Source: an optimization exercise on an open RTL-to-GDS flow (aim: small area, a short achievable clock period and few clock cycles). Production flows keep margins and buffers that such runs may drop.
The RTL was checked by simulation tests, not by an equivalence proof against the original design.
Power figures rest on the tool's default switching activity, not on a simulated workload.

==> design/flow/design.v <==
module xvcd_clkdiv (
    input  wire        clk,
    input  wire        rst,           
    input  wire        in_valid,
    output wire        in_ready,
    input  wire [31:0] in_hz,         
    input  wire        in_hs,         
    output reg         out_valid,
    input  wire        out_ready,
    output reg  [15:0] out_divisor,
    output reg  [31:0] out_achieved,  
    output reg         out_base_high,
    output reg         out_clamped,
    output reg         out_err        
);
    localparam [31:0] BASE_STD_HZ  = 32'd6_000_000;
    localparam [31:0] BASE_HIGH_HZ = 32'd30_000_000;
    localparam [2:0] S_IDLE = 3'd0,
                     S_DIV1 = 3'd1,    
                     S_CHK  = 3'd2,    
                     S_DIV2 = 3'd3,    
                     S_DONE = 3'd4;
    reg  [2:0]  state;
    reg  [25:0] base;        
    reg  [25:0] den;         
    reg  [25:0] num;         
    reg  [26:0] rem;         
    reg  [25:0] quo;         
    reg  [4:0]  cnt;         
    assign in_ready = (state == S_IDLE);
    wire [31:0] max_hz    = in_hs ? BASE_HIGH_HZ : BASE_STD_HZ;
    wire        clamp     = (in_hz > max_hz);
    wire [31:0] r         = clamp ? max_hz : in_hz;
    wire        high      = in_hs && (r > BASE_STD_HZ);
    wire [31:0] b_sel     = high ? BASE_HIGH_HZ : BASE_STD_HZ;
    wire [31:0] num1      = b_sel + r - 32'd1;      
    wire [26:0] rem_sh    = {rem[25:0], num[25]};
    wire [26:0] rem_sub   = rem_sh - {1'b0, den};
    wire        q_bit     = !rem_sub[26];
    wire [25:0] q_next    = {quo[24:0], q_bit};
    always @(posedge clk) begin
        if (rst) begin
            state     <= S_IDLE;
            out_valid <= 1'b0;
        end else begin
            case (state)
            S_IDLE: begin
                if (in_valid) begin
                    out_clamped   <= clamp;
                    out_base_high <= high;
                    base          <= b_sel[25:0];
                    if (in_hz == 32'd0) begin
                        out_err   <= 1'b1;
                        out_valid <= 1'b1;
                        state     <= S_DONE;
                    end else begin
                        out_err <= 1'b0;
                        num     <= num1[25:0];
                        den     <= r[25:0];
                        rem     <= 27'd0;
                        quo     <= 26'd0;
                        cnt     <= 5'd25;
                        state   <= S_DIV1;
                    end
                end
            end
            S_DIV1, S_DIV2: begin
                rem <= q_bit ? rem_sub : rem_sh;
                num <= {num[24:0], 1'b0};
                quo <= q_next;
                if (cnt == 5'd0) begin
                    if (state == S_DIV1) begin
                        state <= S_CHK;
                    end else begin
                        out_achieved <= {6'd0, q_next};
                        out_valid    <= 1'b1;
                        state        <= S_DONE;
                    end
                end else begin
                    cnt <= cnt - 5'd1;
                end
            end
            S_CHK: begin
                if (quo > 26'd65536) begin
                    out_err   <= 1'b1;
                    out_valid <= 1'b1;
                    state     <= S_DONE;
                end else begin
                    out_divisor <= quo[15:0] - 16'd1;
                    num         <= base + quo - 26'd1;
                    den         <= quo;
                    rem         <= 27'd0;
                    quo         <= 26'd0;
                    cnt         <= 5'd25;
                    state       <= S_DIV2;
                end
            end
            S_DONE: begin
                if (out_ready) begin
                    out_valid <= 1'b0;
                    state     <= S_IDLE;
                end
            end
            default: state <= S_IDLE;
            endcase
        end
    end
endmodule
==> design/flow/run.sh <==
#!/bin/bash
# synth_recipe.tcl (not shown) runs the flow's synth.tcl, then flattens the netlist and writes it again
# the make line also repeats each setting of config.mk as NAME=value (left out here)
make -C /OpenROAD-flow-scripts/flow DESIGN_CONFIG=/design/flow/config.mk WORK_HOME=/design/flow/orfs CLKGATE_MAP_FILE= SYNTH_SCRIPT=/design/flow/synth_recipe.tcl finish
==> design/flow/config.mk <==
export PLATFORM = sky130hd
export DESIGN_NAME = xvcd_clkdiv
export DESIGN_NICKNAME = xvcd_clkdiv
export VERILOG_FILES = /design/flow/design.v
export SDC_FILE = /design/flow/constraint.sdc
export NUM_CORES = 4
export LEC_CHECK = 0
export CAP_MARGIN = 20
export CORE_MARGIN = 2
export CORE_UTILIZATION = 40
export PLACE_DENSITY = 0.6
export SLEW_MARGIN = 20
==> design/flow/constraint.sdc <==
create_clock -name core_clock -period 8.0 [get_ports {clk}]
set_input_delay 1.6000 -clock core_clock [delete_from_list [all_inputs] [get_ports {clk}]]
set_output_delay 1.6000 -clock core_clock [all_outputs]
set_load 0.01 [all_outputs]
==> flow_summary.toml <==
[timing]
fmax_ghz = 0.139
finalClockSkew_ns = 0.0119
fin_setup_tns_ns = 0
hold_viol = 0
rsz0062_at_grt = "false"
min_period_over_period_pct = 89.7
period_needed_ns = 7.18
slew_headroom_pct = 45.5
fin_ws_ns = 0.822
slew_viol_final = 0
worst_slew_pin_slew_ns = 0.817
finalSetupViolations = 0

[power_and_ir_drop]
p_per_area_nw_per_um2 = 187
leakage_nw = 4.40
vdd_ir_drop_max_mv = 0.104

[clock_tree]
post_cts_buffers = 0
cts_tree = "built"
clk_latency_ns = 0.44
htree_levels = 4
cts_hold_buf = 0
path_clk_slew_ns = 0.08
cts_root_buf = "clkbuf_16"
cts_buffer_depth = 2
cts.sinks = 159
cts_made_buffers = 17
post_cts_resized = 0

[cells_and_area]
n_antenna_cell = 0
nets = 1152
fillers = 2293
final_util_pct = 48.1
drive_gt1_share_pct = 6.90
seq_area_um2 = 4730
multiInputGateArea_um2 = 4860
synthToLayoutAreaGrowth_pct = 17.9

[floorplan]
core-area_um2 = 24400
ios = 90
row_count = 57
die_y_um = 162
fp.dieW_um = 162
die_area_um2 = 26100
start_util_pct = 40.8

[global_routing]
antenna_found_initial = 0
grtUsageTotal_pct = 20.5
grt_pass1_vias = 7275
grt_pass1_wl_um = 41500
grt_max_degree = 51
overflow = 0

[worst_hold_path]
hp-class = "register to register"

[place]
dp_slack_ns = 0.446
gp_congestion = 0.966
dpl.hpwl_um = 19100
io_buffers = 83

[synthesis]
synth_area_um2 = 9950
avgSynthCellArea_um2 = 10.1
synth_cells = 988
yosysTopAreaCellShare_pct = 46.8
yosys.area.top_type = "edfxtp_1"
synthDistinctLibCells = 76
ys_async_sr_fraction_pct = 0
ys_top_cells_by_count = "155 x edfxtp_1, 99 x nor2_1, 90 x nand2_1, 54 x ha_1, 52 x a21oi_1"
synth_edf_count = 155
post-synth-top-count-cell = "edfxtp_1"
synth-main-ff-cell = "edfxtp_1"
yosys_warnings = 1
ys_ff_latch = 159
ys_top_cells_by_area = "edfxtp_1 47%, ha_1 6.8%, nor2_1 3.7%, nand2_1 3.4%, xnor2_1 3.3%"
ys_seq_area_share_pct = 47.6

[routing]
drc = 0
drt_iter0_drc = 610
detail_route.wl_per_cell_um = 18.8
num_vias = 7791
wl_um = 26300
viasPerCell = 5.58
ant_nets = 0
first_pass_iters = 4

[setup_path]
worstSetupPathType = "input pin to register"
start_kind = "input pin"
required_ns = 8.26
critPathArrivalTime_ns = 7.44
crit_top_cell = "ha_1"
crit_family = "simple AND/OR/NAND/NOR gates"
r2r_setup_slack_ns = 3.25
crit_buf_inv = 2
crit_path_max_fanout = 15
critPathMaxStageDelay_ns = 0.72
cp-end-kind = "register"
critPathSlowestCell = "clkdlybuf4s50_1"
crit_path_cell_trace = "clkdlybuf4s50_1, inv_1, ha_1, nand4_1, or4_4, o211ai_2, o31ai_2, or2_1, nand2_1, ha_1, nand3_1, nor4_1, a31oi_1, o21ai_1, ha_1, o21a_1, o21ai_0, a221oi_4, a31oi_4, nor3b_1, or4b_1, o311ai_1"

[flow_run]
cap_violations = 0

[run_status]
status = "timing/DRC/antenna clean"
[flip-flops by register name (all words and copies together) (netlist names)]
name	count
den	26
num	26
out_achieved	26
quo	26
rem	26
out_divisor	16
cnt	5
state	3
base	2
out_clamped	1
out_err	1
out_valid	1
[report_power, final]
part | internal (mW) | switching, mW | total (mW)
combinational | 0.162 | 0.219 | 0.380
sequential | 0.964 | 0.0337 | 0.998
clock | 0.421 | 0.394 | 0.815
[stage by stage]
stage	hold slack (ns)	cells	power, mW	instance area (um2)
floorplan	0.424	993	1.28	9970
CTS	0.510	1397	2.21	11700
detailed placement	0.493	1365	1.39	11100
global route	0.542	1397	2.29	11700
finish	0.500	1397	2.19	11700
global placement	0.500	1365	1.39	11100
[cells in the final DEF, fill, tap and decap left out, types with 25 or more instances in the layout]
cell / instances
mux2i_1: 25
nand2_1: 90
nor3_1: 36
a21oi_1: 52
inv_1: 49
edfxtp_1: 155
o21ai_1: 27
nor2_1: 96
clkdlybuf4s50_1: 83
xor2_1: 26
and2_1: 28
ha_1: 54
xnor2_1: 37
[worst min-delay path, cell delays in order, from the launching register on]
cell,delay (ns)
dfxtp_1,0.33
mux2i_1,0.07
nor2_1,0.07
[cell families (layout without fill, tap and decap cells)]
group | after synthesis | in the layout | share of synthesized area (%)
AOI/OAI and AO/OA | 223 | 223 | 15.1
xor gates and xnor gates | 64 | 64 | 5.64
adders and majority gates | 55 | 55 | 6.99
buffers and inverters | 101 | 181 | 4.15
DFF | 159 | 159 | 47.6
muxes | 30 | 30 | 3.08
other | 1 | 6 | 0.0377
and+or+nand+nor | 355 | 355 | 17.4
[layout make-up]
type	count	area share [%]
clock buffers	17	3.63
clock inverters	15	1.40
inverters	51	1.63
multi-input cells	733	41.5
flip-flops and latches	159	40.4
well taps	324	3.46
repair buffers	98	8.05
[routing by layer]
layer / share of wire, % / GRT usage, %
met5: 0 / 0
met4: 1.5 / 5.67
met3: 5.4 / 3.04
met2: 46 / 31.6
met1: 47 / 30.1
[path summary, 6_finish.rpt]
check	from	endpoint	cells after the start
hold reg to reg	out_valid	out_valid	2
setup reg to reg	quo[2]	quo[19]	8
setup / recovery	in_hs	num[21]	22
hold / removal	out_valid	out_valid	2
Testbench counts, summed over its fixed seeds: cycles 66,000.

port drivers added, routing unchanged:
Ports are ideal in the flow. The routed layout listed here was re-timed in OpenROAD. Step 1 sets driving cells, clkbuf_16 on the clock port and buf_2 on the other inputs (assumed; they add their load-dependent delay and slew). Step 2, shift: input delay + t, output delay - t, t = (earliest + latest rising clock arrival at the registers) / 2. This alone moves slack from input paths to output paths. Slacks: ideal / step 1 / step 2; pairs: ideal / step 1.
t, ns: 0.475
setup WS [ns]: 0.822 / 0.839 / 0.364
pins driven straight from the clock port: 1
After both steps setup and hold are still met in this run. The setup slack of this run moves by +0.017 ns with the drivers and by -0.458 ns with both steps.
